This design comes from an exercise in tuning for small area on the open sky130 flow, not from production work.
Function was checked by simulation only, so behaviour that the tests miss may differ from the original.
The clock port is modelled as an ideal driver; clocking choices that lean on that would not hold on a real chip.
Power is estimated from default activity; no workload was simulated.

===== design.v =====
module adhat_engine (
    input  wire        clk,
    input  wire        rst,           
    input  wire        req_valid,
    output wire        req_ready,
    input  wire [4:0]  req_op,
    input  wire        req_adc,
    input  wire        req_sel,
    input  wire [7:0]  req_a,
    input  wire [7:0]  req_b,
    input  wire [7:0]  req_c,
    input  wire [7:0]  req_d,
    input  wire [7:0]  req_e,
    input  wire [7:0]  req_len,
    output wire [7:0]  lst_idx,
    input  wire        lst_sel,
    input  wire [7:0]  lst_a,
    input  wire [7:0]  lst_b,
    output wire        tp_valid,
    output reg  [3:0]  tp_kind,
    output reg  [7:0]  tp_data,
    input  wire        tp_ack,
    input  wire        tp_fail,
    input  wire [7:0]  tp_rdata,
    input  wire        tp_rdy,
    output wire        rsp_valid,
    output wire        val_valid,
    output wire [3:0]  rsp_status,
    output wire [31:0] rsp_value,
    output wire [7:0]  rsp_info_a,
    output wire [7:0]  rsp_info_b,
    output wire [7:0]  rsp_index,
    input  wire [4:0]  mir_addr,
    output wire [7:0]  mir_data,
    output reg  [2:0]  cfg_gain1,
    output reg  [3:0]  cfg_rate1,
    output reg  [2:0]  cfg_filt1,
    output reg         cfg_imode1,
    output reg  [2:0]  cfg_gain2,
    output reg  [1:0]  cfg_rate2,
    output reg         cfg_imode2,
    output reg         alive
);
    localparam NREG = 27;
    localparam OP_WRITEREG  = 5'h01, OP_READREG = 5'h02, OP_SENDCMD  = 5'h03,
               OP_WRITEBLK  = 5'h04, OP_VERIFY  = 5'h05, OP_CONVERT  = 5'h06,
               OP_SCAN      = 5'h07, OP_RTD     = 5'h08, OP_SETGAIN  = 5'h09,
               OP_SETRATE   = 5'h0A, OP_SETFILT = 5'h0B, OP_SETMODE  = 5'h0C,
               OP_HWRESET   = 5'h0D, OP_RELEASE = 5'h0E;
    localparam ST_OK = 4'd0, ST_TRANSPORT = 4'd1, ST_TIMEOUT = 4'd2, ST_CHECKSUM = 4'd3,
               ST_INVCHAN = 4'd4, ST_INVCONF = 4'd5, ST_FRAMELEN = 4'd6,
               ST_INVREG = 4'd7, ST_RELEASED = 4'd8;
    localparam TK_CSA = 4'd0, TK_CSD = 4'd1, TK_TX = 4'd2, TK_RX = 4'd3,
               TK_RDY = 4'd4, TK_PULSE = 4'd5, TK_DELAY = 4'd6, TK_IDLE = 4'd7;
    localparam S_IDLE  = 4'd0,                   S_CSA   = 4'd2,  S_CMD   = 4'd3,
               S_PAY   = 4'd4,  S_CSD   = 4'd5,  S_ABORT = 4'd6,  S_CALL  = 4'd7,
               S_NEXT  = 4'd8,  S_POLL  = 4'd9,  S_VLOOP = 4'd10, S_FCHK  = 4'd11,
               S_ERR   = 4'd12, S_RESP  = 4'd13, S_SLOAD = 4'd14, S_LOOP  = 4'd15;
    localparam P_MAIN  = 4'd0, P_EXMUX = 4'd1, P_EXMAG = 4'd2, P_MUX   = 4'd3,
               P_DLY   = 4'd4, P_START = 4'd5, P_POLL  = 4'd6, P_FRAME = 4'd7,
               P_RELMAG = 4'd8, P_RELMUX = 4'd9;
    reg [3:0] st;
    reg [3:0] step;
    reg [4:0] op;
    reg       adc;
    reg       sel;            
    reg [7:0] ra, rb, rc, rd;
    reg [7:0] rp;             
    reg [2:0] rx;             
    reg       ebad;           
    reg [7:0] idx;            
    reg [7:0] acc;            
    reg [3:0] code;
    wire [31:0] fr = {rd, rb, ra, rp};
    wire [10:0] pcnt = {rx, rp};
    reg [7:0] mir [0:NREG-1];
    reg [7:0] mir_rd;
    integer ri;
    always @(*) begin
        mir_rd = 8'h00;
        for (ri = 0; ri < NREG; ri = ri + 1)
            mir_rd = mir_rd | (mir[ri] & {8{mir_addr == ri}});
    end
    assign mir_data  = mir_rd;
    assign req_ready = (st == S_IDLE);
    assign lst_idx   = idx;
    function [7:0] reset_value;
        input [4:0] a;
        begin
            case (a)
                5'h01: reset_value = 8'h11;
                5'h02: reset_value = 8'h05;
                5'h04: reset_value = 8'h80;
                5'h05: reset_value = 8'h04;
                5'h06: reset_value = 8'h01;
                5'h0C: reset_value = 8'h40;
                5'h0D: reset_value = 8'hBB;
                5'h16: reset_value = 8'h01;
                5'h1A: reset_value = 8'h40;
                default: reset_value = 8'h00;
            endcase
        end
    endfunction
    function [7:0] crc8_byte;
        input [7:0] c_in;
        input [7:0] b;
        integer k;
        reg [7:0] c;
        begin
            c = c_in ^ b;
            for (k = 0; k < 8; k = k + 1)
                c = c[7] ? ((c << 1) ^ 8'h07) : (c << 1);
            crc8_byte = c;
        end
    endfunction
    wire [10:0] blast1 = (cfg_rate1 == 4'd0)  ? 11'd1713 :
                         (cfg_rate1 == 4'd1)  ? 11'd273 :
                         (cfg_rate1 == 4'd2)  ? 11'd405  :
                         (cfg_rate1 == 4'd3)  ? 11'd456  :
                         (cfg_rate1 == 4'd4)  ? 11'd348  :
                         (cfg_rate1 == 4'd5)  ? 11'd201  :
                         (cfg_rate1 == 4'd6)  ? 11'd1048   :
                         (cfg_rate1 == 4'd7)  ? 11'd2001   :
                         (cfg_rate1 == 4'd8)  ? 11'd2032   :
                         (cfg_rate1 == 4'd9)  ? 11'd2023   :
                         (cfg_rate1 == 4'd10) ? 11'd2041   :
                         (cfg_rate1 == 4'd11) ? 11'd2044   : 11'd1022;
    wire [10:0] blast2 = (cfg_rate2 == 2'd0) ? 11'd405 :
                         (cfg_rate2 == 2'd1) ? 11'd2001  :
                         (cfg_rate2 == 2'd2) ? 11'd2032  : 11'd1951;
    wire [10:0] blast  = adc ? blast2 : blast1;
    wire is_verify = (op == OP_VERIFY);
    wire is_scan   = (op == OP_SCAN);
    wire is_rtd    = (op == OP_RTD);
    wire [7:0] maxidx  = adc ? 8'd9 : 8'd10;
    wire       bad_p   = (ra > maxidx);
    wire       bad_n   = sel && (rb > maxidx);
    wire [1:0] chk_field = mir[2][1:0];
    wire       chk_unsup = (chk_field == 2'b00) || (chk_field == 2'b11);
    wire [7:0] mux_byte  = {ra[3:0], sel ? rb[3:0] : 4'hA};
    wire [2:0] gain_code = {ra[7] | ra[6] | ra[5] | ra[4],
                            ra[7] | ra[6] | ra[3] | ra[2],
                            ra[7] | ra[5] | ra[3] | ra[1]};
    wire [1:0] rate2_code = {ra[3] | ra[4], ra[0] | ra[4]};
    wire [7:0] rtd_delay_ms = (rx == 3'd0) ? 8'd0  :
                              (rx == 3'd1) ? 8'd1  :
                              (rx == 3'd2) ? 8'd2  :
                              (rx == 3'd3) ? 8'd5  :
                              (rx == 3'd4) ? 8'd10 :
                              (rx == 3'd5) ? 8'd20 :
                              (rx == 3'd6) ? 8'd50 : 8'd100;
    wire q_ctrl_cmd = (req_a == 8'h04) || (req_a == 8'h06) || (req_a == 8'h08) ||
                      (req_a == 8'h0A) || (req_a == 8'h0C) || (req_a == 8'h0E);
    wire [5:0] q_blk_sum = {1'b0, req_a[4:0]} + {1'b0, req_b[4:0]};
    wire q_blk_bad = (req_a > NREG) || (req_b > NREG) || (q_blk_sum > NREG);
    wire q_hi0 = (req_a[7:4] == 4'd0);
    wire q_lo0 = (req_a[3:0] == 4'd0);
    wire q_p2lo = (req_a[3:0] == 4'd1) || (req_a[3:0] == 4'd2) || (req_a[3:0] == 4'd4) || (req_a[3:0] == 4'd8);
    wire q_p2hi = (req_a[7:4] == 4'd1) || (req_a[7:4] == 4'd2) || (req_a[7:4] == 4'd4) || (req_a[7:4] == 4'd8);
    wire q_gain_ok = ((q_hi0 && q_p2lo) || (q_lo0 && q_p2hi)) && (req_adc || !req_a[7]);
    wire q_rate2_ok = (req_a == 8'd2) || (req_a == 8'd7) || (req_a == 8'd8) || (req_a == 8'd16);
    reg [4:0] t_addr;         
    reg [7:0] t_wd;           
    reg       t_wreg;         
    reg [7:0] t_cmd;          
    reg       t_rd;           
    reg       t_none;         
    always @(*) begin
        t_addr = ra[4:0];
        t_wd   = rb;
        t_wreg = 1'b1;
        t_rd   = 1'b0;
        t_none = 1'b0;
        case (step)
            P_EXMUX:  begin t_addr = 5'h0D; t_wd = rc; end
            P_EXMAG:  begin t_addr = 5'h0E; t_wd = rd; end
            P_MUX:    begin t_addr = adc ? 5'h16 : 5'h06; t_wd = mux_byte; end
            P_RELMAG: begin t_addr = 5'h0E; t_wd = 8'h00; end
            P_RELMUX: begin t_addr = 5'h0D; t_wd = 8'hBB; end
            P_START:  begin t_wreg = 1'b0; t_none = 1'b1; end
            P_FRAME:  begin t_wreg = 1'b0; t_rd = 1'b1; end
            default: begin
                case (op)
                    OP_READREG:  begin t_wreg = 1'b0; t_rd = 1'b1; end
                    OP_SENDCMD:  begin t_wreg = 1'b0; t_none = 1'b1; end
                    OP_WRITEBLK: t_wd = lst_a;
                    OP_SETGAIN: begin
                        t_addr = adc ? 5'h15 : 5'h05;
                        t_wd   = adc ? {mir[21][7:3], gain_code} : {mir[5][7], gain_code, mir[5][3:0]};
                    end
                    OP_SETRATE: begin
                        t_addr = adc ? 5'h15 : 5'h05;
                        t_wd   = adc ? {rate2_code, mir[21][5:0]} : {mir[5][7:4], ra[3:0]};
                    end
                    OP_SETFILT: begin
                        t_addr = 5'h04;
                        t_wd   = {ra[2:0], mir[4][4:0]};
                    end
                    default: ;
                endcase
            end
        endcase
        case (step)
            P_START: t_cmd = adc ? 8'h0C : 8'h08;
            P_FRAME: t_cmd = adc ? 8'h14 : 8'h12;
            default: t_cmd = t_wreg ? {3'b010, t_addr} : (t_rd ? {3'b001, ra[4:0]} : ra);
        endcase
    end
    wire frame_ck  = adc ? (rx == 3'd3) : (rx == 3'd4);
    assign tp_valid = (st == S_CSA) || (st == S_CMD) || (st == S_PAY) || (st == S_CSD) ||
                      (st == S_ABORT) || (st == S_CALL) || (st == S_POLL);
    always @(*) begin
        tp_kind = TK_CSA;
        tp_data = 8'h00;
        case (st)
            S_CSA:   tp_kind = TK_CSA;
            S_CMD:   begin tp_kind = TK_TX; tp_data = t_cmd; end
            S_PAY:   begin tp_kind = t_rd ? TK_RX : TK_TX; tp_data = t_rd ? 8'h00 : t_wd; end
            S_CSD,
            S_ABORT: tp_kind = TK_CSD;
            S_CALL:  begin
                if (step == P_DLY) begin tp_kind = TK_DELAY; tp_data = rtd_delay_ms; end
                else tp_kind = (op == OP_HWRESET) ? TK_PULSE : TK_IDLE;
            end
            S_POLL:  tp_kind = TK_RDY;
            default: ;
        endcase
    end
    wire acked = tp_valid && tp_ack;
    wire       amode = is_verify ? ra[0] : chk_field[0];    
    wire [7:0] abyte = is_verify ? lst_a : tp_rdata;
    wire [7:0] anext = amode ? (acc + abyte) : crc8_byte(acc, abyte);
    wire resp   = (st == S_RESP);
    wire ok     = (code == ST_OK);
    assign rsp_valid  = resp;
    assign val_valid  = (st == S_FCHK) && is_scan && (acc == 8'h00);
    assign rsp_status = code;
    wire show_frame = ((op == OP_CONVERT) || is_rtd || (is_scan && !resp)) && ok;
    wire show_byte  = (op == OP_READREG) && ok;
    wire match      = (acc == rb);
    assign rsp_value[31:24] = show_frame ? (adc ? {8{fr[23]}} : fr[31:24]) : 8'h00;
    assign rsp_value[23:8]  = show_frame ? fr[23:8] : 16'h0000;
    assign rsp_value[7:1]   = (show_frame || show_byte) ? fr[7:1] : 7'd0;
    assign rsp_value[0]     = ((show_frame || show_byte) && fr[0]) || (is_verify && ok && match);
    assign rsp_info_a = (code == ST_INVREG)  ? ((ra >= NREG) ? ra : NREG) :
                        (code == ST_INVCHAN) ? (bad_p ? ra : rb) : 8'h00;
    assign rsp_info_b = (code == ST_INVREG)  ? NREG :
                        (code == ST_INVCHAN) ? maxidx : 8'h00;
    assign rsp_index  = (is_scan && !ok && code != ST_RELEASED) ? idx : 8'h00;
    wire mir_we  = (st == S_CSD) && acked && !tp_fail && t_wreg;
    wire reload  = rst || ((st == S_NEXT) && (step == P_MAIN) &&
                           ((op == OP_SENDCMD && ra == 8'h06) || op == OP_HWRESET));
    wire [7:0] wd_lo = t_wd & {8{!reload}};     
    wire [7:0] wd_hi = t_wd | {8{reload}};      
    genvar gi;
    generate
        for (gi = 0; gi < NREG; gi = gi + 1) begin : g_mir
            localparam [7:0] RV = reset_value(gi);
            always @(posedge clk)
                if (reload || (mir_we && t_addr == gi))
                    mir[gi] <= (wd_hi & RV) | (wd_lo & ~RV);
        end
    endgenerate
    integer i;
    task reload_state;
        begin
            cfg_gain1  <= 3'd0;
            cfg_rate1  <= 4'd4;
            cfg_filt1  <= 3'd4;
            cfg_imode1 <= 1'b0;
            cfg_gain2  <= 3'd0;
            cfg_rate2  <= 2'd0;
            cfg_imode2 <= 1'b0;
        end
    endtask
    task go;
        input [3:0] nstep;
        begin
            step <= nstep;
            st   <= (nstep == P_DLY || (nstep == P_MAIN && (op == OP_HWRESET || op == OP_RELEASE))) ? S_CALL : S_CSA;
        end
    endtask
    task fail;
        input [3:0] c;
        begin
            if (code == ST_OK) code <= c;
            st <= S_ERR;
        end
    endtask
    task respond;
        input [3:0] c;
        begin
            code <= c;
            st   <= S_RESP;
        end
    endtask
    always @(posedge clk) begin
        if (rst) begin
            st    <= S_IDLE;
            alive <= 1'b1;
            reload_state;
        end else begin
            case (st)
                S_IDLE: begin
                    if (req_valid) begin
                        op   <= req_op;
                        adc  <= req_adc;
                        sel  <= req_sel || (req_op == OP_RTD);
                        ra   <= req_a;
                        rb   <= req_b;
                        rc   <= (req_op == OP_RTD) ? req_c : req_len;
                        rd   <= req_d;
                        rx   <= req_e[2:0];
                        ebad <= (req_e[7:3] != 5'd0);
                        idx  <= 8'd0;
                        acc  <= req_a[0] ? 8'h9B : 8'h00;
                        code <= ST_OK;
                        step <= P_MAIN;
                        if (!alive) begin
                            respond(ST_RELEASED);
                        end else begin
                            case (req_op)
                                OP_WRITEREG, OP_READREG: begin
                                    if (req_a >= NREG) respond(ST_INVREG);
                                    else st <= S_CSA;
                                end
                                OP_SENDCMD: begin
                                    if (!q_ctrl_cmd) respond(ST_INVCONF);
                                    else st <= S_CSA;
                                end
                                OP_WRITEBLK: begin
                                    if (req_len != req_b)
                                        respond(ST_FRAMELEN);
                                    else if (req_b == 8'd0)
                                        respond(ST_OK);
                                    else if (q_blk_bad)
                                        respond(ST_INVREG);
                                    else
                                        st <= S_LOOP;
                                end
                                OP_VERIFY: begin
                                    if (req_a > 8'd1) respond(ST_INVCONF);
                                    else st <= S_VLOOP;
                                end
                                OP_CONVERT, OP_RTD: st <= S_SLOAD;
                                OP_SCAN: st <= S_LOOP;
                                OP_SETGAIN: begin
                                    if (!q_gain_ok) respond(ST_INVCONF);
                                    else st <= S_CSA;
                                end
                                OP_SETRATE: begin
                                    if (req_adc ? !q_rate2_ok : (req_a > 8'd15)) respond(ST_INVCONF);
                                    else st <= S_CSA;
                                end
                                OP_SETFILT: begin
                                    if (req_adc || req_a > 8'd4) respond(ST_INVCONF);
                                    else st <= S_CSA;
                                end
                                OP_SETMODE: begin
                                    if (req_a > 8'd1)
                                        respond(ST_INVCONF);
                                    else begin
                                        if (!req_adc) cfg_imode1 <= req_a[0];
                                        else          cfg_imode2 <= req_a[0];
                                        respond(ST_OK);
                                    end
                                end
                                OP_HWRESET: st <= S_CALL;
                                OP_RELEASE: begin
                                    alive <= 1'b0;
                                    st    <= S_CALL;
                                end
                                default: respond(ST_INVCONF);
                            endcase
                        end
                    end
                end
                S_CSA: if (acked) begin
                    if (tp_fail) fail(ST_TRANSPORT);
                    else st <= S_CMD;
                end
                S_CMD: if (acked) begin
                    if (tp_fail) st <= S_ABORT;
                    else begin
                        if (step == P_FRAME) begin
                            acc <= chk_field[0] ? 8'h9B : (adc ? 8'h6C : 8'h7E);
                            rx  <= 3'd0;
                        end
                        st  <= t_none ? S_CSD : S_PAY;
                    end
                end
                S_PAY: if (acked) begin
                    if (tp_fail) st <= S_ABORT;
                    else if (step == P_FRAME) begin
                        rx <= rx + 3'd1;
                        if (frame_ck) begin
                            acc <= acc ^ tp_rdata;
                            st  <= S_CSD;
                        end else begin
                            acc <= anext;
                            {rd, rb, ra, rp} <= {rb, ra, rp, tp_rdata};
                        end
                    end else begin
                        if (t_rd) rp <= tp_rdata;
                        st <= S_CSD;
                    end
                end
                S_CSD: if (acked) begin
                    if (tp_fail) fail(ST_TRANSPORT);
                    else begin
                        if (t_wreg) begin
                            if (op == OP_SETGAIN) begin
                                if (!adc) cfg_gain1 <= gain_code;
                                else      cfg_gain2 <= gain_code;
                            end
                            if (op == OP_SETRATE) begin
                                if (!adc) cfg_rate1 <= ra[3:0];
                                else      cfg_rate2 <= rate2_code;
                            end
                            if (op == OP_SETFILT)
                                cfg_filt1 <= ra[2:0];
                        end
                        st <= S_NEXT;
                    end
                end
                S_ABORT: if (acked) fail(ST_TRANSPORT);
                S_CALL: if (acked) begin
                    if (tp_fail) fail(ST_TRANSPORT);
                    else st <= S_NEXT;
                end
                S_POLL: if (acked) begin
                    if (tp_fail) fail(ST_TRANSPORT);
                    else if (tp_rdy) go(P_FRAME);
                    else if (pcnt == blast) fail(ST_TIMEOUT);
                    else {rx, rp} <= {pcnt[9:0], ~(pcnt[10] ^ pcnt[8])};
                end
                S_NEXT: begin
                    case (step)
                        P_MAIN: begin
                            if ((op == OP_SENDCMD && ra == 8'h06) || op == OP_HWRESET)
                                reload_state;
                            if (op == OP_WRITEBLK) begin
                                ra[4:0] <= ra[4:0] + 5'd1;
                                idx <= idx + 8'd1;
                                st  <= S_LOOP;
                            end else
                                respond(ST_OK);
                        end
                        P_EXMUX: go(P_EXMAG);
                        P_EXMAG: go(P_MUX);
                        P_MUX:   go((is_rtd && rx != 3'd0) ? P_DLY : P_START);
                        P_DLY:   go(P_START);
                        P_START: begin
                            {rx, rp} <= 11'd0;
                            step <= P_POLL;
                            st   <= S_POLL;
                        end
                        P_FRAME: st <= S_FCHK;
                        P_RELMAG: go(P_RELMUX);
                        default: respond(code);
                    endcase
                end
                S_FCHK: begin
                    if (acc != 8'h00)
                        fail(ST_CHECKSUM);
                    else if (is_scan) begin
                        idx <= idx + 8'd1;
                        st  <= S_LOOP;
                    end else if (is_rtd)
                        go(P_RELMAG);
                    else
                        respond(ST_OK);
                end
                S_LOOP: begin
                    if (idx == rc)
                        respond(ST_OK);
                    else if (is_scan) begin
                        ra  <= lst_a;
                        rb  <= lst_b;
                        sel <= lst_sel;
                        st  <= S_SLOAD;
                    end else
                        go(P_MAIN);
                end
                S_SLOAD: begin
                    if (bad_p || bad_n)
                        respond(ST_INVCHAN);
                    else if (chk_unsup || (is_rtd && ebad))
                        respond(ST_INVCONF);
                    else
                        go(is_rtd ? P_EXMUX : P_MUX);
                end
                S_VLOOP: begin
                    if (idx == rc)
                        respond(ST_OK);
                    else begin
                        acc <= anext;
                        idx <= idx + 8'd1;
                    end
                end
                S_ERR: begin
                    if (is_rtd && step != P_RELMUX)
                        go((step == P_RELMAG) ? P_RELMUX : P_RELMAG);
                    else
                        st <= S_RESP;
                end
                S_RESP: st <= S_IDLE;
                default: st <= S_IDLE;
            endcase
        end
    end
endmodule

===== flow/run.sh =====
#!/bin/bash
# The standard layout (the standard.sh: unchanged synthesis and steps), with three changes:
#  - the port buffers are made of the smallest buffer cell instead of the resizer's default;
#  - clock tree synthesis clusters up to 24 sinks per clkbuf_16 and adds no dummy loads;
#  - the resizer repairs nets with the small buffers only (flow/small_buffers.tcl, sourced
#    before each step that may insert buffers).
set -euo pipefail
H="$PWD/flow/small_buffers.tcl"
bash standard.sh \
  "BUFFER_PORTS_ARGS=-buffer_cell sky130_fd_sc_hd__buf_1" \
  "CTS_ARGS=-sink_clustering_enable -repair_clock_nets -dont_use_dummy_load -buf_list sky130_fd_sc_hd__clkbuf_16 -sink_clustering_size 24 -sink_clustering_max_diameter 100" \
  "PRE_GLOBAL_PLACE_TCL=$H" "PRE_RESIZE_TCL=$H" "PRE_DETAIL_PLACE_TCL=$H" "PRE_CTS_TCL=$H" \
  "PRE_REPAIR_TIMING_POST_PLACE_TCL=$H" "PRE_GLOBAL_ROUTE_TCL=$H" \
  finish > standard_flow.log 2>&1

===== flow/small_buffers.tcl =====
# Sourced before each placement, resizing, clock-tree and routing step: the resizer may
# use only the small buffers (buf_1, buf_2) when it repairs slew, capacitance or timing.
set_dont_use {sky130_fd_sc_hd__buf_4 sky130_fd_sc_hd__buf_6 sky130_fd_sc_hd__buf_8 sky130_fd_sc_hd__buf_12 sky130_fd_sc_hd__buf_16 sky130_fd_sc_hd__bufbuf_8 sky130_fd_sc_hd__bufbuf_16}

===== standard.sh =====
#!/bin/bash
# synth_recipe.tcl (not shown) runs the flow's synth.tcl, then flattens the netlist and writes it again
# the make line also repeats each setting of config.mk as NAME=value (left out here)
make -C /OpenROAD-flow-scripts/flow DESIGN_CONFIG=/design/flow/config.mk WORK_HOME=/design/flow/orfs CLKGATE_MAP_FILE= SYNTH_SCRIPT=/design/flow/synth_recipe.tcl "${@:-finish}"

===== config.mk =====
export PLATFORM = sky130hd
export DESIGN_NAME = adhat_engine
export DESIGN_NICKNAME = adhat_engine
export VERILOG_FILES = /design/flow/design.v
export SDC_FILE = /design/flow/constraint.sdc
export NUM_CORES = 4
export LEC_CHECK = 0
export CAP_MARGIN = 20
export CORE_MARGIN = 2
export CORE_UTILIZATION = 40
export GPL_ROUTABILITY_DRIVEN = 0
export PLACE_DENSITY = 0.6
export SLEW_MARGIN = 20

===== constraint.sdc =====
create_clock -name core_clock -period 10.0 [get_ports {clk}]
set_input_delay 2.0000 -clock core_clock [delete_from_list [all_inputs] [get_ports {clk}]]
set_output_delay 2.0000 -clock core_clock [all_outputs]
set_load 0.01 [all_outputs]

==> results of run 1 <==
## registers in the layout (all words and copies together) (netlist names), 8 cells and up
register and count:
acc 8, idx 8, mir 216, ra 8, rb 8, rc 8, rd 8, rp 8
## metrics by stage
step	total power, mW	area, sq um	hold WS [ns]
floorplan	3.22	17900	0.508
global placement	3.95	19100	0.448
detailed placement	3.95	19100	0.470
CTS	4.65	19600	0.491
global route	4.93	19600	0.520
finish	4.74	19600	0.498
## logic make-up after synthesis
logic type	share of synthesized area
AND/OR/NAND/NOR	0.171
XOR/XNOR	0.0367
buffers and inverters	0.0299
adder cells (fa/ha/maj)	0.0246
other	0.000210
AO/OA/AOI/OAI	0.203
multiplexers	0.0218
flip-flops	0.513
## routing by layer
metal,GRT usage,up-vias
li1,-,6903
met1,0.403,7694
met2,0.422,1439
met3,0.0729,266
met4,0.149,0
met5,0,-
## power by group through the flow
| stage | combinational [mW] | clock [mW] | sequential [mW] |
|---|---|---|---|
| after floorplan | 1.16 | 0 | 2.06 |
| after global placement | 1.60 | 0 | 2.36 |
| after detailed placement | 1.62 | 0 | 2.33 |
| after CTS | 1.63 | 0.718 | 2.31 |
| after global routing | 1.81 | 0.763 | 2.35 |
| final | 1.68 | 0.712 | 2.35 |
## cell type report
cell class,instances,area [sq um]
well taps,592,741
fillers,4307,24600
clock buffers,17,425
flip-flops and latches,313,9180
multi-input cells,1286,8220
inverters,36,135
repair buffers,229,865
## final timing paths
path                        to  slack (ns)  depth (start not counted)
setup / recovery    tp_data[2]        3.66                          8
hold / removal    cfg_filt1[2]        0.50                          1
setup reg to reg         rp[4]        5.17                         10
hold reg to reg   cfg_filt1[2]        0.50                          1
## synth_stat cells, drive strengths merged, types with 9 or more instances
library cell and instances:
a21o 13, a21oi 78, a221o 18, a221oi 50
a222oi 11, a22o 53, a22oi 39, a31oi 10
and2 38, and3 9, buf 39, clkbuf 53
dfxtp 22, edfxtp 291, ha 32, inv 34
mux2 15, mux2i 22, nand2 173, nand2b 26
nand3 43, nand3b 9, nand4 23, nor2 187
nor2b 22, nor3 32, nor4 13, o211ai 9
o21ai 120, o221ai 10, o22ai 13, or2 14
or3 11, xnor2 32, xor2 43
## critical path, delay by kind of cell (launching register included)
kind                   cells  cell delay [ns]
buffers and inverters      2             0.92
DFF                        1             0.86
muxes                      1             0.25
AOI/OAI and AO/OA          4             1.67
and+or+nand+nor            1             0.07
==> flow_metrics.tcl, run 1 <==
set metrics [dict create \
    design.die.area_sq_um 46400 \
    finalSetupViolations 0 \
    layout_commonest_cell "edfxtp_1" \
    cpMostUsedCell "o21ai_0" \
    period_minus_slack_ns 6.34 \
    vias 16300 \
    status "complete, no violations" \
    num_rows 77 \
    slowest_delay_ns 0.86 \
    pwr-share-comb 0.355 \
    grt_pass1_wl_mm 101 \
    cts_tree "done" \
    nets 2008 \
    tightest_slew_ns 1.15 \
    synthTopCellsByArea "edfxtp_1 49%, nor2_1 3.9%, nand2_1 3.6%" \
    place_ws_ns 3.94 \
    final.period_utilization 0.634 \
    cts_resized 0 \
    fin_cells 2473 \
    wl_met3_mm 9.42 \
    p_sw_frac 0.419 \
    routed_wl_mm 69.7 \
    syn_avg_cell_area_sq_um 10.4 \
    post-route-worst-setup-slack_ns 3.66 \
    layout_common_cells "291 x edfxtp_1, 225 x buf_1, 183 x nor2_1, 172 x nand2_1, 99 x o21ai_0" \
    worstPathRequired_ns 8.00 \
    finalCoreUtilization 0.443 \
    netlist.area_leader.share 0.489 \
    io_buffer_count 195 \
    crit_path_end_kind "primary output" \
    finalClockSkew_ns 0.0369 \
    maxSlewViolCount 0 \
    antenna_cells 0 \
    synth_flop_cell "edfxtp_1" \
    fp.dieH_microns 215 \
    async_reset_ff_frac 0 \
    ant_nets 0 \
    fmaxAchievable_ghz 0.158 \
    min_from "cfg_filt1[2]" \
    syn_inst 1723 \
    total_leakage_power_nw 6.72 \
    die_x_microns 215 \
    clockPowerShare 0.150 \
    clkSlewWorstSetupHoldPaths_ns 0.09 \
    vdd_drop_max_mv 0.139 \
    wl_met1_mm 27.0 \
    post_drt_wl_per_cell_microns 28.2 \
    dp_hpwl_mm 52.4 \
    grt_overflow 0 \
    relSlewSlack 0.228 \
    highest_layer "met4" \
    num_io_pins 201 \
    crit_path_top_delay_cell "edfxtp_1" \
    dr_wl_met2_mm 28.6 \
    ys_types 93 \
    viasPerCell 6.59 \
    crit_start "adc" \
    internal-power_mw 2.76 \
    drv_cap 0 \
    rr_startpoint "adc" \
    power_switching_mw 1.98 \
    ys_seq_elements 313 \
    coreArea_sq_um 44100 \
    drc_errors 0 \
    firstDrtPassIters 9 \
    seqPwrFrac 0.495 \
    grt_max_degree 33 \
    track_usage 0.291 \
    netlist_area_sq_um 17900 \
    dp_cells 2456 \
    cts_setup_buffers 0 \
    initial_core_util 0.405 \
    hold_buffers 0 \
    drtIter0Drc 2702 \
    drive_above_1_share 0.0452 \
    rsz0062_at_grt "no" \
    hold_viol 0 \
    cp_max_fo 32 \
    clock_sinks 313 \
    cp.arrival_ns 4.34 \
    netlist.top_cell.by_area "edfxtp_1" \
    holdCritPathClass "reg2reg" \
    grt_pass1_vias 15000 \
    grt_antenna_before_repair 0 \
    synth_edf_count 291 \
    worstSetupPathType "reg2out" \
    clock_latency_ns 0.54 \
    cts_made_buffers 17 \
    cp_cell_sequence "buf_2 > mux2i_1 > o21ai_0 > a2111oi_0 > nor2_1 > o21ai_0 > o21ai_0 > buf_1" \
    cp-start-kind "register" \
    area_growth_pct 9.44 \
    synth_seq_area_share 0.513 \
    synth_warnings 2 \
    power.density_nw_per_um2 242 \
    setup-tns-final_ns 0 \
]
==> inputs of run 2 (changes only) <==
--- a/design.v
+++ b/design.v
@@ -67,7 +67,6 @@
     reg [7:0] ra, rb, rc, rd;
     reg [7:0] rp;             
     reg [2:0] rx;             
-    reg       ebad;           
     reg [7:0] idx;            
     reg [7:0] acc;            
     reg [3:0] code;
@@ -153,6 +152,8 @@
                       (req_a == 8'h0A) || (req_a == 8'h0C) || (req_a == 8'h0E);
     wire [5:0] q_blk_sum = {1'b0, req_a[4:0]} + {1'b0, req_b[4:0]};
     wire q_blk_bad = (req_a > NREG) || (req_b > NREG) || (q_blk_sum > NREG);
+    wire [7:0] q_maxidx = req_adc ? 8'd9 : 8'd10;
+    wire q_bad_chan = (req_a > q_maxidx) || ((req_sel || req_op == OP_RTD) && (req_b > q_maxidx));
     wire q_hi0 = (req_a[7:4] == 4'd0);
     wire q_lo0 = (req_a[3:0] == 4'd0);
     wire q_p2lo = (req_a[3:0] == 4'd1) || (req_a[3:0] == 4'd2) || (req_a[3:0] == 4'd4) || (req_a[3:0] == 4'd8);
@@ -311,7 +312,6 @@
                         rc   <= (req_op == OP_RTD) ? req_c : req_len;
                         rd   <= req_d;
                         rx   <= req_e[2:0];
-                        ebad <= (req_e[7:3] != 5'd0);
                         idx  <= 8'd0;
                         acc  <= req_a[0] ? 8'h9B : 8'h00;
                         code <= ST_OK;
@@ -342,7 +342,16 @@
                                     if (req_a > 8'd1) respond(ST_INVCONF);
                                     else st <= S_VLOOP;
                                 end
-                                OP_CONVERT, OP_RTD: st <= S_SLOAD;
+                                OP_CONVERT, OP_RTD: begin
+                                    if (q_bad_chan)
+                                        respond(ST_INVCHAN);
+                                    else if (chk_unsup || (req_op == OP_RTD && req_e[7:3] != 5'd0))
+                                        respond(ST_INVCONF);
+                                    else begin
+                                        step <= (req_op == OP_RTD) ? P_EXMUX : P_MUX;
+                                        st   <= S_CSA;
+                                    end
+                                end
                                 OP_SCAN: st <= S_LOOP;
                                 OP_SETGAIN: begin
                                     if (!q_gain_ok) respond(ST_INVCONF);
@@ -485,10 +494,10 @@
                 S_SLOAD: begin
                     if (bad_p || bad_n)
                         respond(ST_INVCHAN);
-                    else if (chk_unsup || (is_rtd && ebad))
+                    else if (chk_unsup)
                         respond(ST_INVCONF);
                     else
-                        go(is_rtd ? P_EXMUX : P_MUX);
+                        go(P_MUX);
                 end
                 S_VLOOP: begin
                     if (idx == rc)
==> flow/run.sh (replaced) <==
#!/bin/bash
# The standard layout (the standard.sh: unchanged synthesis and steps), with three changes:
#  - the port buffers are made of the smallest buffer cell instead of the resizer's default;
#  - clock tree synthesis clusters up to 20 sinks per clkbuf_16 and adds no dummy loads;
#  - the resizer repairs nets with the small buffers only (flow/small_buffers.tcl, sourced
#    before each step that may insert buffers).
set -euo pipefail
H="$PWD/flow/small_buffers.tcl"
bash standard.sh \
  "BUFFER_PORTS_ARGS=-buffer_cell sky130_fd_sc_hd__buf_1" \
  "CTS_ARGS=-sink_clustering_enable -repair_clock_nets -dont_use_dummy_load -buf_list sky130_fd_sc_hd__clkbuf_16 -sink_clustering_size 20 -sink_clustering_max_diameter 100" \
  "PRE_GLOBAL_PLACE_TCL=$H" "PRE_RESIZE_TCL=$H" "PRE_DETAIL_PLACE_TCL=$H" "PRE_CTS_TCL=$H" \
  "PRE_REPAIR_TIMING_POST_PLACE_TCL=$H" "PRE_GLOBAL_ROUTE_TCL=$H" \
  finish > standard_flow.log 2>&1
==> run 2 against run 1 <==
Against the previous run:
- core utilization increased by 0.27 points
- wire length up 1.3%
- sequential power is 3% lower
- flip-flop and latch count fell by 1
- still clean
- area after synthesis is 1.3% higher
- non-clock buffer count rose by 1
- largest cell class unchanged
- power is 2.7% lower
- first-iteration DRC count increased by 2.8%
==> flow_metrics.tcl, run 2 <==
set metrics [dict create \
    vias 16900 \
    drtIter0Drc 2777 \
    cp.arrival_ns 4.39 \
    cp-start-kind "register" \
    reg2reg_depth 8 \
    synth_warnings 2 \
    relSlewSlack 0.242 \
    layout_common_cells "290 x edfxtp_1, 230 x nand2_1, 226 x buf_1, 194 x nor2_1, 112 x o21ai_0" \
    regMostFlops "mir" \
    status "complete, no violations" \
    grt_pass1_vias 15400 \
    worstPathRequired_ns 8.00 \
    total_leakage_power_nw 6.82 \
    antenna_cells 0 \
    io_buffer_count 195 \
    cts_resized 0 \
    fin_cells 2572 \
    layout_commonest_cell "edfxtp_1" \
    cts_tree "done" \
    ys_seq_elements 312 \
    grtUsageMet3 0.0787 \
    ys_types 81 \
    netlist.area_leader.share 0.481 \
    cp_max_fo 26 \
    netlist_area_sq_um 18100 \
    use_met1 0.418 \
    maxSlewViolCount 0 \
    tightest_slew_ns 1.13 \
    synthTopCellsByArea "edfxtp_1 48%, nand2_1 4.8%, nor2_1 4.1%" \
    hold-path-endpoint "cfg_gain1[0]" \
    finalClockSkew_ns 0.0564 \
    final_cell_area_sq_um 19900 \
    grt_max_degree 31 \
    final.period_utilization 0.639 \
    period_minus_slack_ns 6.39 \
    netlist.top_cell.by_area "edfxtp_1" \
    die_x_microns 217 \
    yosysMostFrequentCell "edfxtp_1" \
    syn_inst 1826 \
    synth_flop_cell "edfxtp_1" \
    firstDrtPassIters 7 \
    min_path_cells 2 \
    holdCritPathClass "reg2reg" \
    vdd_drop_max_mv 0.132 \
    ant_nets 0 \
    finalSetupViolations 0 \
    cts_setup_buffers 0 \
    syn_avg_cell_area_sq_um 9.92 \
    drv_cap 0 \
    r2r_slack_ns 5.13 \
    coreArea_sq_um 44500 \
    async_reset_ff_frac 0 \
    busiest_layer "met2" \
    finalCoreUtilization 0.446 \
    fill_cells 4289 \
    clock_sinks 312 \
    dp_cells 2552 \
    rr_startpoint "st[3]" \
    nets 2111 \
    grt_pass1_wl_mm 103 \
    rsz0062_at_grt "no" \
    drive_above_1_share 0.0354 \
    post_drt_wl_per_cell_microns 27.5 \
    synth_seq_area_share 0.505 \
    grt_antenna_before_repair 1 \
    fmaxAchievable_ghz 0.156 \
    routed_wl_mm 70.6 \
    track_usage 0.293 \
    hold_buffers 0 \
    drc_errors 0 \
    largest_register_ffs 216 \
    setup-tns-final_ns 0 \
    min_from "cfg_gain1[0]" \
    viasPerCell 6.57 \
    clock_latency_ns 0.54 \
    clkSlewWorstSetupHoldPaths_ns 0.08 \
    worstSetupPathType "reg2out" \
    num_io_pins 201 \
    grt_overflow 0 \
    hold_viol 0 \
    design.die.area_sq_um 47000 \
    synth_edf_count 290 \
    num_rows 77 \
    cts_made_buffers 20 \
    dp_hpwl_mm 53.8 \
    fp.dieH_microns 217 \
    area_growth_pct 9.61 \
    met2_usage 0.426 \
    placed_area_sq_um 19300 \
    power.density_nw_per_um2 232 \
    r2r-end "mir[7][4]" \
    crit_path_end_kind "primary output" \
    initial_core_util 0.407 \
    synth_common_cells "290 x edfxtp_1, 230 x nand2_1, 197 x nor2_1" \
]
[run 2: changes by cell type in the layout (fill, tap and decap cells not counted), moves of 11 or more]
cell and delta:
a221o_1 -12, a31oi_1 +13, a21oi_1 +30, o21ai_0 +13
nor2_1 +11, nand2_1 +58
[run 2: report_power, final]
part / internal (mW) / switching (mW) / leakage, nW
clock network: 0.356 / 0.414 / 0.246
logic: 0.481 / 1.09 / 3.52
registers: 1.87 / 0.400 / 3.05
[run 2: per-layer routing]
layer  up-vias  wire (microns)
li1       7225               -
met2      1378           29300
met3       206           10100
met5         -               0
met1      8084           28200
met4         0            3040
[run 2: area by class of cell]
class / count / area [sq um] / area share
flip-flops and latches: 312 / 9150 / 0.461
multi-input cells: 1380 / 8460 / 0.426
repair buffers: 230 / 868 / 0.0437
well taps: 592 / 741 / 0.0373
clock buffers: 20 / 500 / 0.0252
inverters: 38 / 143 / 0.00718
[run 2: worst max-delay path, cell delays in order (launching register included)]
cell and delay [ns]:
edfxtp_1 0.91, buf_1 0.70, nand2_1 0.15, nor3_1 0.46
nor3b_1 0.65, nand2_1 0.20, nor3_1 0.21, a31oi_1 0.06
o21ai_0 0.28, buf_1 0.21
[run 2: cell families after synthesis]
family | count (synthesis) | synth area share
simple gates | 693 | 0.181
xor+xnor | 79 | 0.0382
other cells | 1 | 0.000207
compound gates | 535 | 0.200
fa+ha+maj | 38 | 0.0271
flops | 312 | 0.505
buf+inv | 138 | 0.0310
mux | 30 | 0.0172
[run 2: how the worst max path moves through the flow]
stage | from | endpoint | slack (ns) | cells after the start
2_1_floorplan | mir_addr[3] | mir_data[1] | 4.72 | 7
3_3_place_gp | mir_addr[2] | mir_data[1] | 3.99 | 9
3_5_place_dp | mir_addr[2] | mir_data[1] | 3.94 | 9
4_1_cts | step[2] | tp_data[6] | 3.79 | 9
5_1_grt | step[2] | tp_data[6] | 3.40 | 9
6_report | step[2] | tp_data[6] | 3.61 | 9
[run 2: stage by stage]
step	power (mW)	hold WS, ns	setup WS (ns)
5_1_grt	4.79	0.528	3.40
3_3_place_gp	3.77	0.483	3.99
3_5_place_dp	3.77	0.485	3.94
2_1_floorplan	3.07	0.531	4.72
6_report	4.61	0.502	3.61
4_1_cts	4.53	0.498	3.79
==> inputs of run 3 (changes only) <==
--- a/design.v
+++ b/design.v
@@ -67,6 +67,7 @@
     reg [7:0] ra, rb, rc, rd;
     reg [7:0] rp;             
     reg [2:0] rx;             
+    reg       ebad;           
     reg [7:0] idx;            
     reg [7:0] acc;            
     reg [3:0] code;
@@ -152,8 +153,6 @@
                       (req_a == 8'h0A) || (req_a == 8'h0C) || (req_a == 8'h0E);
     wire [5:0] q_blk_sum = {1'b0, req_a[4:0]} + {1'b0, req_b[4:0]};
     wire q_blk_bad = (req_a > NREG) || (req_b > NREG) || (q_blk_sum > NREG);
-    wire [7:0] q_maxidx = req_adc ? 8'd9 : 8'd10;
-    wire q_bad_chan = (req_a > q_maxidx) || ((req_sel || req_op == OP_RTD) && (req_b > q_maxidx));
     wire q_hi0 = (req_a[7:4] == 4'd0);
     wire q_lo0 = (req_a[3:0] == 4'd0);
     wire q_p2lo = (req_a[3:0] == 4'd1) || (req_a[3:0] == 4'd2) || (req_a[3:0] == 4'd4) || (req_a[3:0] == 4'd8);
@@ -312,6 +311,7 @@
                         rc   <= (req_op == OP_RTD) ? req_c : req_len;
                         rd   <= req_d;
                         rx   <= req_e[2:0];
+                        ebad <= (req_e[7:3] != 5'd0);
                         idx  <= 8'd0;
                         acc  <= req_a[0] ? 8'h9B : 8'h00;
                         code <= ST_OK;
@@ -342,16 +342,7 @@
                                     if (req_a > 8'd1) respond(ST_INVCONF);
                                     else st <= S_VLOOP;
                                 end
-                                OP_CONVERT, OP_RTD: begin
-                                    if (q_bad_chan)
-                                        respond(ST_INVCHAN);
-                                    else if (chk_unsup || (req_op == OP_RTD && req_e[7:3] != 5'd0))
-                                        respond(ST_INVCONF);
-                                    else begin
-                                        step <= (req_op == OP_RTD) ? P_EXMUX : P_MUX;
-                                        st   <= S_CSA;
-                                    end
-                                end
+                                OP_CONVERT, OP_RTD: st <= S_SLOAD;
                                 OP_SCAN: st <= S_LOOP;
                                 OP_SETGAIN: begin
                                     if (!q_gain_ok) respond(ST_INVCONF);
@@ -494,10 +485,10 @@
                 S_SLOAD: begin
                     if (bad_p || bad_n)
                         respond(ST_INVCHAN);
-                    else if (chk_unsup)
+                    else if (chk_unsup || (is_rtd && ebad))
                         respond(ST_INVCONF);
                     else
-                        go(P_MUX);
+                        go(is_rtd ? P_EXMUX : P_MUX);
                 end
                 S_VLOOP: begin
                     if (idx == rc)
==> flow/run.sh (replaced) <==
#!/bin/bash
# The standard layout (the standard.sh and its ORFS steps), with these changes:
#  - synthesis is the standard flow's synthesis script with an area-oriented ABC script for the
#    combinational logic (flow/synth.tcl, flow/abc_area.script); registers are unchanged;
#  - the port buffers are made of the smallest buffer cell instead of the resizer's default;
#  - clock tree synthesis clusters up to 24 sinks per clkbuf_16 and adds no dummy loads;
#  - the resizer repairs nets with the small buffers only (flow/small_buffers.tcl, sourced
#    before each step that may insert buffers).
set -euo pipefail
F="$PWD/flow"
export AREA_ABC_SCRIPT="$F/abc_area.script"
bash standard.sh \
  "SYNTH_SCRIPT=$F/synth.tcl" \
  "BUFFER_PORTS_ARGS=-buffer_cell sky130_fd_sc_hd__buf_1" \
  "CTS_ARGS=-sink_clustering_enable -repair_clock_nets -dont_use_dummy_load -buf_list sky130_fd_sc_hd__clkbuf_16 -sink_clustering_size 24 -sink_clustering_max_diameter 100" \
  "PRE_GLOBAL_PLACE_TCL=$F/small_buffers.tcl" "PRE_RESIZE_TCL=$F/small_buffers.tcl" \
  "PRE_DETAIL_PLACE_TCL=$F/small_buffers.tcl" "PRE_CTS_TCL=$F/small_buffers.tcl" \
  "PRE_REPAIR_TIMING_POST_PLACE_TCL=$F/small_buffers.tcl" "PRE_GLOBAL_ROUTE_TCL=$F/small_buffers.tcl" \
  finish > standard_flow.log 2>&1
==> flow/abc_area.script (new file) <==
strash
&get -n
&fraig -x
&put
scorr
dc2
strash
dc2
strash
&get -n
&deepsyn -T 30
&dch -f
&nf -a -R 1000
&put
topo
==> flow/synth.tcl (new file) <==
# The standard flow's synthesis script (synth_recipe.tcl: ORFS synthesis without Yosys's fsm and share
# passes, then flattened, with the function-call nets renamed), except that the combinational
# logic is mapped with an area-oriented ABC script (flow/abc_area.script). The registers are
# mapped before ABC runs, so they are the standard synthesis's, with the same names and cells.
proc synth {args} { yosys synth -nofsm -noshare {*}$args }
proc abc {args} {
    set i [lsearch -exact $args -script]
    if {$i >= 0} { set args [lreplace $args [expr {$i + 1}] [expr {$i + 1}] $::env(AREA_ABC_SCRIPT)] }
    yosys abc {*}$args
}
source $::env(SCRIPTS_DIR)/synth.tcl
# left out here: clear keep_hierarchy, flatten, clean up, hide names made inside functions, write 1_2_yosys.v
==> run 3 against run 2 <==
Against the previous run:
- still clean on timing, DRC and antenna
- final cell count fell by 13%
- synthesized cell count fell by 20%
- die area down 10%
- clock skew is 0.0069 ns lower
- power shrank 3.5%
- clock-buffer cell count shrank 3
- combinational power down 8%
- sequential share of layout area increased by 4.1 points
- clock power shrank 7.3%
- register-to-register slack better by 0.12 ns
- critical endpoint is now mir_data[2]
==> flow_metrics.tcl, run 3 <==
set metrics [dict create \
    grtUsageMet3 0.0518 \
    pwr-share-comb 0.324 \
    netlist_area_sq_um 16200 \
    regMostFlops "mir" \
    clockPowerShare 0.160 \
    drive_above_1_share 0.0215 \
    met2_usage 0.479 \
    setup-tns-final_ns 0 \
    clock_sinks 313 \
    netlist.top_cell.by_area "edfxtp_1" \
    crit_path_end_kind "primary output" \
    async_reset_ff_frac 0 \
    hold_viol 0 \
    fmaxAchievable_ghz 0.154 \
    power_switching_mw 1.79 \
    cts_tree "done" \
    whs_ns 0.466 \
    maxSlewViolCount 0 \
    post_drt_wl_per_cell_microns 28.0 \
    cp.arrival_ns 4.49 \
    worstPathRequired_ns 8.00 \
    synth_warnings 2 \
    grt_max_degree 31 \
    cp_max_fo 10 \
    coreArea_sq_um 39900 \
    grt_overflow 0 \
    cts_made_buffers 17 \
    antenna_cells 0 \
    r2r_slack_ns 5.25 \
    io_buffer_count 195 \
    grt_pass1_wl_mm 90.5 \
    relSlewSlack 0.187 \
    worstSetupPathType "in2out" \
    synth_edf_count 291 \
    largest_register_ffs 216 \
    viasPerCell 6.59 \
    internal-power_mw 2.66 \
    finalSetupViolations 0 \
    synth_common_cells "291 x edfxtp_1, 154 x nand2_1, 147 x nor2_1" \
    grt_antenna_before_repair 1 \
    power.density_nw_per_um2 244 \
    p_sw_frac 0.402 \
    routed_wl_mm 62.9 \
    ys_seq_elements 313 \
    drtIter0Drc 2460 \
    yosysMostFrequentCell "edfxtp_1" \
    num_rows 73 \
    holdCritPathClass "reg2reg" \
    drc_errors 0 \
    hold_buffers 0 \
    status "complete, no violations" \
    nets 1849 \
    synth_seq_area_share 0.565 \
    dp_hpwl_mm 47.2 \
    ant_nets 0 \
    period_minus_slack_ns 6.49 \
    syn_inst 1469 \
    tightest_slew_ns 1.21 \
    firstDrtPassIters 8 \
    track_usage 0.292 \
    finalClockSkew_ns 0.0495 \
    area_growth_pct 12.5 \
    grt_pass1_vias 13600 \
    clkSlewWorstSetupHoldPaths_ns 0.09 \
    layout_commonest_cell "edfxtp_1" \
    drv_cap 0 \
    busiest_layer "met2" \
    clock_latency_ns 0.53 \
    num_io_pins 201 \
    design.die.area_sq_um 42200 \
    rsz0062_at_grt "no" \
    ys_types 61 \
    placed_area_sq_um 17800 \
    cts_setup_buffers 0 \
    fp.dieH_microns 206 \
    die_x_microns 206 \
    total_leakage_power_nw 6.08 \
    synthTopCellsByArea "edfxtp_1 54%, nand2_1 3.6%, o21ai_0 3.5%" \
    initial_core_util 0.407 \
    layout_common_cells "291 x edfxtp_1, 232 x buf_1, 154 x nand2_1, 143 x nor2_1, 100 x o21ai_0" \
    synth_flop_cell "edfxtp_1" \
    vias 14800 \
    syn_avg_cell_area_sq_um 11.1 \
    final.period_utilization 0.649 \
    seqPwrFrac 0.516 \
    vdd_drop_max_mv 0.137 \
    netlist.area_leader.share 0.538 \
    final_cell_area_sq_um 18300 \
    use_met1 0.384 \
    cts_resized 0 \
    cp-start-kind "input pin" \
]
run 3: cells by family after synthesis:
| family | count (synthesis) | share of synthesized area |
|---|---|---|
| AND/OR/NAND/NOR | 566 | 0.167 |
| AO/OA/AOI/OAI | 434 | 0.186 |
| flip-flops | 313 | 0.565 |
| XOR/XNOR | 51 | 0.0275 |
| buffers and inverters | 48 | 0.0122 |
| adder cells (fa/ha/maj) | 34 | 0.0271 |
| multiplexers | 22 | 0.0152 |
| other | 1 | 0.000231 |
run 3: stage by stage:
step / setup WS [ns] / cells / power (mW) / util
finish: 3.51 / 2247 / 4.45 / 0.458
global route: 3.41 / 2247 / 4.61 / 0.458
CTS: 3.68 / 2246 / 4.38 / 0.457
detailed placement: 3.70 / 2229 / 3.68 / 0.447
global placement: 3.57 / 2227 / 3.68 / 0.446
floorplan: 4.60 / 1473 / 3.00 / -
run 3: layer usage:
metal	part of all wire	vias to the layer above	wire length, microns
met4	0.049	0	3060
met1	0.37	7013	23400
met5	0	-	0
met2	0.46	1232	28900
met3	0.12	214	7550
li1	-	6343	-
run 3: layout make-up:
| cell class | instances | area (sq um) |
|---|---|---|
| well taps | 525 | 657 |
| clock buffers | 17 | 425 |
| flip-flops and latches | 313 | 9180 |
| fillers | 3758 | 21600 |
| multi-input cells | 1112 | 6960 |
| repair buffers | 237 | 896 |
| inverters | 43 | 161 |
run 3: worst paths after layout:
| path | startpoint | endpoint | cells after the start |
|---|---|---|---|
| max | mir_addr[1] | mir_data[2] | 9 |
| min | cfg_filt1[2] | cfg_filt1[2] | 2 |
| max reg2reg | adc | st[2] | 14 |
| min reg2reg | cfg_filt1[2] | cfg_filt1[2] | 2 |
run 3: worst max-delay path, cell delays in order:
cell and delay, ns:
buf_1 0.19, or3_1 0.48, nor3_1 0.82, buf_1 0.28, a222oi_1 0.10, nand4_1 0.28, nor2_1 0.07, nand4_1 0.11
buf_1 0.16
run 3: power by group through the flow:
stage	Sequential (mW)	Combinational (mW)	Clock, mW
global placement	2.31	1.36	0
finish	2.30	1.44	0.714
CTS	2.27	1.39	0.720
global route	2.31	1.55	0.756
detailed placement	2.30	1.38	0
floorplan	2.12	0.880	0
==> inputs of run 4 (changes only) <==
--- a/design.v
+++ b/design.v
@@ -64,7 +64,7 @@
     reg [4:0] op;
     reg       adc;
     reg       sel;            
-    reg [7:0] ra, rb, rc, rd;
+    reg [7:0] ra, rb, rc, rd;    
     reg [7:0] rp;             
     reg [2:0] rx;             
     reg       ebad;           
@@ -172,7 +172,7 @@
         t_rd   = 1'b0;
         t_none = 1'b0;
         case (step)
-            P_EXMUX:  begin t_addr = 5'h0D; t_wd = rc; end
+            P_EXMUX:  begin t_addr = 5'h0D; t_wd = rp; end
             P_EXMAG:  begin t_addr = 5'h0E; t_wd = rd; end
             P_MUX:    begin t_addr = adc ? 5'h16 : 5'h06; t_wd = mux_byte; end
             P_RELMAG: begin t_addr = 5'h0E; t_wd = 8'h00; end
@@ -308,7 +308,8 @@
                         sel  <= req_sel || (req_op == OP_RTD);
                         ra   <= req_a;
                         rb   <= req_b;
-                        rc   <= (req_op == OP_RTD) ? req_c : req_len;
+                        rc   <= req_len;
+                        rp   <= req_c;
                         rd   <= req_d;
                         rx   <= req_e[2:0];
                         ebad <= (req_e[7:3] != 5'd0);
==> run 4 against run 3 <==
Against the previous run:
- still clean
- global-route usage shrank 0.30 points
- core utilization is 0.13 points lower
- synthesized cell count grew 0.54%
- sequential share of layout area increased by 0.15 points
- maximum frequency rose by 2.0%
- setup slack better by 0.13 ns
- critical path depth up 2
- combinational power up 9%
- critical endpoint is now tp_data[2]
- largest cell class unchanged
==> flow_metrics.tcl, run 4 <==
set metrics [dict create \
    status "complete, no violations" \
    vias 14600 \
    async_reset_ff_frac 0 \
    dp_hpwl_mm 47.3 \
    num_rows 73 \
    num_io_pins 201 \
    drc_errors 0 \
    use_met1 0.367 \
    crit_path_end_kind "primary output" \
    grt_pass1_vias 13500 \
    r2r_slack_ns 5.26 \
    initial_core_util 0.406 \
    dp_cells 2232 \
    cts_made_buffers 18 \
    firstDrtPassIters 10 \
    area_growth_pct 12.4 \
    worstPathRequired_ns 8.00 \
    hold_viol 0 \
    power_mw 4.72 \
    min_from "cfg_filt1[2]" \
    layout_common_cells "291 x edfxtp_1, 227 x buf_1, 177 x nor2_1, 171 x nand2_1, 80 x o21ai_0" \
    busiest_layer "met2" \
    cp-start-kind "register" \
    nets 1853 \
    hold-path-endpoint "cfg_filt1[2]" \
    clock_sinks 313 \
    reg2reg_depth 15 \
    seqPwrFrac 0.513 \
    design.die.area_sq_um 42200 \
    layout_commonest_cell "edfxtp_1" \
    syn_inst 1477 \
    holdCritPathClass "reg2reg" \
    yosysMostFrequentCell "edfxtp_1" \
    io_buffer_count 195 \
    synthMuxAreaShare 0.00671 \
    clkSlewWorstSetupHoldPaths_ns 0.10 \
    grt_overflow 0 \
    track_usage 0.289 \
    finalSetupViolations 0 \
    synth_edf_count 291 \
    grt_antenna_before_repair 0 \
    final.period_utilization 0.637 \
    cts_tree "done" \
    power.density_nw_per_um2 259 \
    maxSlewViolCount 0 \
    vdd_drop_max_mv 0.0982 \
    finalClockSkew_ns 0.0511 \
    largest_register_ffs 216 \
    drv_cap 0 \
    drive_above_1_share 0.0185 \
    post_drt_wl_per_cell_microns 27.6 \
    worstSetupPathType "reg2out" \
    coreArea_sq_um 39900 \
    synth_xor_xnor_area_share 0.0275 \
    syn_avg_cell_area_sq_um 11.0 \
    ant_nets 0 \
    cp.arrival_ns 4.37 \
    place_ws_ns 3.88 \
    fmaxAchievable_ghz 0.157 \
    synth_warnings 2 \
    netlist_area_sq_um 16200 \
    total_leakage_power_nw 6.09 \
    fp.dieH_microns 205 \
    die_x_microns 205 \
    relSlewSlack 0.234 \
    p_sw_frac 0.407 \
    synthTopCellsByArea "edfxtp_1 54%, nor2_1 4.1%, nand2_1 4.0%" \
    synth-simple-area-share 0.177 \
    setup-tns-final_ns 0 \
    r2r-end "st[0]" \
    synthAdderAreaFrac 0.0272 \
    power_switching_mw 1.92 \
    grt_pass1_wl_mm 89.3 \
    regMostFlops "mir" \
    met2_usage 0.474 \
    rr_startpoint "adc" \
    routed_wl_mm 62.2 \
    synth_seq_area_share 0.566 \
    synth_flop_cell "edfxtp_1" \
    clockPowerShare 0.154 \
    hold_buffers 0 \
    grtUsageMet3 0.0529 \
    finalCoreUtilization 0.457 \
    period_minus_slack_ns 6.37 \
    cts_resized 0 \
    netlist.area_leader.share 0.539 \
    grt_max_degree 34 \
    viasPerCell 6.47 \
    ys_types 64 \
    clock_latency_ns 0.53 \
    post-route-worst-setup-slack_ns 3.63 \
    synth-compound-area-share 0.185 \
    rsz0062_at_grt "no" \
    cts_setup_buffers 0 \
    ys_seq_elements 313 \
    pwr-share-comb 0.332 \
    antenna_cells 0 \
    drtIter0Drc 2451 \
    synth_top_family_by_area "compound AO/OA/AOI/OAI gates" \
    netlist.top_cell.by_area "edfxtp_1" \
    internal-power_mw 2.80 \
    min_path_cells 2 \
    fin_cells 2251 \
    tightest_slew_ns 1.15 \
    synth_common_cells "291 x edfxtp_1, 179 x nor2_1, 171 x nand2_1" \
    cp_max_fo 12 \
]
## run 4: worst max path at each step
stage,start,to,slack (ns),cells past startpoint
after floorplan,st[2],tp_data[7],3.93,5
after global placement,mir_addr[4],mir_data[4],3.99,9
after detailed placement,mir_addr[4],mir_data[4],3.88,9
after CTS,step[2],tp_kind[0],3.84,10
after global routing,step[2],tp_data[2],3.50,11
final,step[2],tp_data[2],3.63,11
## run 4: per-layer routing
layer  part of all wire  routed length (microns)
met1               0.36                    22500
met2               0.46                    28800
met3               0.11                     7120
met4              0.062                     3830
met5                  0                        0
## run 4: layout make-up
type,count,area [sq um]
well taps,525,657
fillers,3742,21700
clock buffers,18,450
repair buffers,232,877
flip-flops and latches,313,9180
inverters,36,135
multi-input cells,1127,6930
## run 4: cells by family (layout without fill, tap and decap cells)
logic type / after synthesis / after routing
adders and majority gates: 34 / 34
muxes: 10 / 10
other: 1 / 5
AOI/OAI and AO/OA: 421 / 421
buffers and inverters: 41 / 286
and+or+nand+nor: 606 / 606
DFF: 313 / 313
xor gates and xnor gates: 51 / 51
## run 4: stage by stage
stage / cell area (sq um) / hold WS, ns
after global routing: 18200 / 0.505
after global placement: 17700 / 0.450
after CTS: 18200 / 0.470
after detailed placement: 17800 / 0.457
after floorplan: 16200 / 0.462
final: 18200 / 0.460
## run 4: worst max-delay path, stage by stage, from the launching register on
cell and delay, ns:
edfxtp_1 0.56, nor2_1 0.62, nand3b_1 0.27, o21ai_0 0.25, or2_0 0.35, a21oi_1 0.22
nand2_1 0.14, nand2_1 0.10, a21o_1 0.20, a211oi_1 0.55, o21ai_0 0.37, buf_1 0.22
## run 4: power by group through the flow
stage,combinational [mW],clock [mW],sequential (mW)
floorplan,0.981,0,2.21
global placement,1.51,0,2.44
detailed placement,1.52,0,2.43
CTS,1.53,0.738,2.40
global route,1.69,0.781,2.44
finish,1.57,0.729,2.42
==> inputs of run 5 (changes only) <==
--- a/design.v
+++ b/design.v
@@ -246,7 +246,7 @@
                         (code == ST_INVCHAN) ? (bad_p ? ra : rb) : 8'h00;
     assign rsp_info_b = (code == ST_INVREG)  ? NREG :
                         (code == ST_INVCHAN) ? maxidx : 8'h00;
-    assign rsp_index  = (is_scan && !ok && code != ST_RELEASED) ? idx : 8'h00;
+    assign rsp_index  = (is_scan && !ok) ? idx : 8'h00;    
     wire mir_we  = (st == S_CSD) && acked && !tp_fail && t_wreg;
     wire reload  = rst || ((st == S_NEXT) && (step == P_MAIN) &&
                            ((op == OP_SENDCMD && ra == 8'h06) || op == OP_HWRESET));
@@ -445,7 +445,7 @@
                                 idx <= idx + 8'd1;
                                 st  <= S_LOOP;
                             end else
-                                respond(ST_OK);
+                                st <= S_RESP;
                         end
                         P_EXMUX: go(P_EXMAG);
                         P_EXMAG: go(P_MUX);
@@ -458,7 +458,7 @@
                         end
                         P_FRAME: st <= S_FCHK;
                         P_RELMAG: go(P_RELMUX);
-                        default: respond(code);
+                        default: st <= S_RESP;
                     endcase
                 end
                 S_FCHK: begin
@@ -470,11 +470,11 @@
                     end else if (is_rtd)
                         go(P_RELMAG);
                     else
-                        respond(ST_OK);
+                        st <= S_RESP;
                 end
                 S_LOOP: begin
                     if (idx == rc)
-                        respond(ST_OK);
+                        st <= S_RESP;
                     else if (is_scan) begin
                         ra  <= lst_a;
                         rb  <= lst_b;
@@ -493,7 +493,7 @@
                 end
                 S_VLOOP: begin
                     if (idx == rc)
-                        respond(ST_OK);
+                        st <= S_RESP;
                     else begin
                         acc <= anext;
                         idx <= idx + 8'd1;
==> flow/abc_area.script (replaced) <==
strash
&get -n
&fraig -x
&put
scorr
dc2
strash
dc2
strash
&get -n
&deepsyn -T 90
&dch -f
&nf -a -R 1000
&put
topo
==> run 5 against run 4 <==
Against the previous run:
- clock skew down 0.0072 ns
- global-route usage is 0.50 points higher
- sequential power decreased by 4%
- largest power group unchanged
- highest routed layer is now met5
==> flow_metrics.tcl, run 5 <==
set metrics [dict create \
    rsz0062_at_grt "no" \
    post-route-worst-setup-slack_ns 3.68 \
    cp_max_fo 8 \
    layout_commonest_cell "edfxtp_1" \
    crit_start "mir_addr[1]" \
    netlist.top_cell.by_area "edfxtp_1" \
    r2r_slack_ns 4.95 \
    reg2reg_depth 8 \
    cts_resized 0 \
    maxSlewViolCount 0 \
    area_growth_pct 12.0 \
    routed_wl_mm 62.7 \
    power_mw 4.42 \
    design.die.area_sq_um 42000 \
    drtIter0Drc 2165 \
    grt_overflow 0 \
    drive_above_1_share 0.0151 \
    r2r-end "mir[12][3]" \
    holdCritPathClass "reg2reg" \
    hold_viol 0 \
    worstPathRequired_ns 8.00 \
    vdd_drop_max_mv 0.114 \
    power.density_nw_per_um2 244 \
    final.period_utilization 0.632 \
    clkSlewWorstSetupHoldPaths_ns 0.07 \
    clock_latency_ns 0.53 \
    io_buffer_count 195 \
    crit_end "mir_data[2]" \
    setup-tns-final_ns 0 \
    cp.arrival_ns 4.32 \
    synth_flop_cell "edfxtp_1" \
    synth_common_cells "291 x edfxtp_1, 189 x nand2_1, 153 x nor2_1" \
    synth_seq_area_share 0.569 \
    initial_core_util 0.405 \
    ys_seq_elements 313 \
    ys_types 62 \
    drc_errors 0 \
    num_rows 73 \
    grt_pass1_vias 13600 \
    rr_startpoint "st[3]" \
    synth_edf_count 291 \
    largest_register_ffs 216 \
    grt_pass1_wl_mm 90.3 \
    layout_common_cells "291 x edfxtp_1, 223 x buf_1, 189 x nand2_1, 148 x nor2_1, 81 x o21ai_0" \
    viasPerCell 6.54 \
    finalClockSkew_ns 0.0438 \
    crit_path_end_kind "primary output" \
    nets 1847 \
    netlist.area_leader.share 0.541 \
    grt_max_degree 30 \
    cts_made_buffers 17 \
    clock_sinks 313 \
    syn_inst 1480 \
    post_drt_wl_per_cell_microns 27.9 \
    total_leakage_power_nw 6.01 \
    netlist_area_sq_um 16100 \
    coreArea_sq_um 39800 \
    syn_avg_cell_area_sq_um 10.9 \
    period_minus_slack_ns 6.32 \
    place_ws_ns 3.75 \
    finalSetupViolations 0 \
    yosysMostFrequentCell "edfxtp_1" \
    cts_setup_buffers 0 \
    fp.dieH_microns 205 \
    cp-start-kind "input pin" \
    drv_cap 0 \
    firstDrtPassIters 9 \
    status "complete, no violations" \
    grt_antenna_before_repair 3 \
    worstSetupPathType "in2out" \
    vias 14700 \
    fmaxAchievable_ghz 0.158 \
    synth_warnings 2 \
    dp_hpwl_mm 47.9 \
    tightest_slew_ns 1.19 \
    ant_nets 0 \
    regMostFlops "mir" \
    num_io_pins 201 \
    async_reset_ff_frac 0 \
    cts_tree "done" \
    synthTopCellsByArea "edfxtp_1 54%, nand2_1 4.4%, nor2_1 3.6%" \
    relSlewSlack 0.204 \
    die_x_microns 205 \
    track_usage 0.294 \
    hold_buffers 0 \
]
-- run 5: through the flow --
step                cells  cell area (sq um)  hold slack [ns]   util
CTS                  2244              18100            0.488  0.454
finish               2246              18100            0.494  0.454
detailed placement   2227              17600            0.475  0.443
floorplan            1484              16200            0.462      -
global placement     2227              17600            0.467  0.443
global route         2245              18100            0.516  0.454
-- run 5: metal layers --
| metal | vias up | routed length, microns | part of all wire | track usage |
|---|---|---|---|---|
| li1 | 6301 | - | - | - |
| met1 | 6961 | 22100 | 0.35 | 0.371 |
| met2 | 1187 | 29500 | 0.47 | 0.484 |
| met3 | 231 | 7460 | 0.12 | 0.0624 |
| met4 | 2 | 3650 | 0.058 | 0.133 |
| met5 | - | 11 | 0.00018 | 0 |
-- run 5: area by class of cell --
cell class                 instances  area (sq um)
inverter                          52           195
tap                              525           657
clock buffer                      17           425
multi-input combinational       1114          6780
timing repair buffer             224           842
sequential                       313          9180
antenna                            1          2.50
fill                            3830         21700
-- run 5: power breakdown --
part	switching (mW)	internal, mW
Clock	0.396	0.305
Sequential	0.402	1.93
Combinational	0.975	0.412
Total	1.77	2.64
-- run 5: worst min-delay path by stage --
stage	from	end	slack, ns	depth (start not counted)
finish	cfg_filt1[2]	cfg_filt1[2]	0.49	2
global route	cfg_gain2[1]	cfg_gain2[1]	0.52	2
CTS	cfg_filt1[2]	cfg_filt1[2]	0.49	2
detailed placement	cfg_filt1[2]	cfg_filt1[2]	0.47	2
global placement	cfg_filt1[2]	cfg_filt1[2]	0.47	2
floorplan	cfg_filt1[2]	cfg_filt1[2]	0.46	2
-- run 5: kinds of logic after synthesis --
group | share of synthesized area
AOI/OAI and AO/OA | 0.183
xor gates and xnor gates | 0.0282
adders and majority gates | 0.0273
buffers and inverters | 0.0144
DFF | 0.569
muxes | 0.00550
other | 0.000232
and+or+nand+nor | 0.172
-- run 5: worst max-delay path: stages --
cell and delay, ns:
buf_1 0.21, clkinv_1 0.18, or3_1 0.46, nor2_1 0.59, a222oi_1 0.41, nand4_1 0.28, buf_1 0.17

==> separate check: timing with driven ports <==
How much do the figures lean on ideal ports? The routed layouts below were timed once more, with nothing changed but the port constraints.
Step 1, drivers: a clkbuf_16 drives clk and a buf_2 each remaining input, both assumed.
Step 2 times the ports against the registers' clock, not the clock port: input delays grow and output delays shrink by t, the midpoint of the rising clock arrivals with the driver on.
a / b / c = no drivers / after step 1 / after step 2; a / b = the first two.
run	t, ns	setup WS [ns]	hold slack, ns	worst register clock-pin slew, ns	worst slew at a driven data input, ns
run 1	0.578	3.664 / 3.611 / 3.772	0.498 / 0.498 / 0.498	0.10 / 0.10	0.05
run 2	0.576	3.610 / 3.548 / 3.824	0.502 / 0.502 / 0.502	0.09 / 0.09	0.05
run 3	0.562	3.508 / 3.483 / 3.483	0.466 / 0.466 / 0.466	0.11 / 0.11	0.04
run 4	0.564	3.633 / 3.577 / 3.791	0.460 / 0.460 / 0.460	0.10 / 0.10	0.05
run 5	0.565	3.676 / 3.653 / 3.653	0.494 / 0.494 / 0.494	0.10 / 0.10	0.09
After both steps setup and hold are still met in every run listed. For run 3, which loses most, drivers alone change the setup slack by -0.025 ns; drivers and shift together by -0.025 ns.
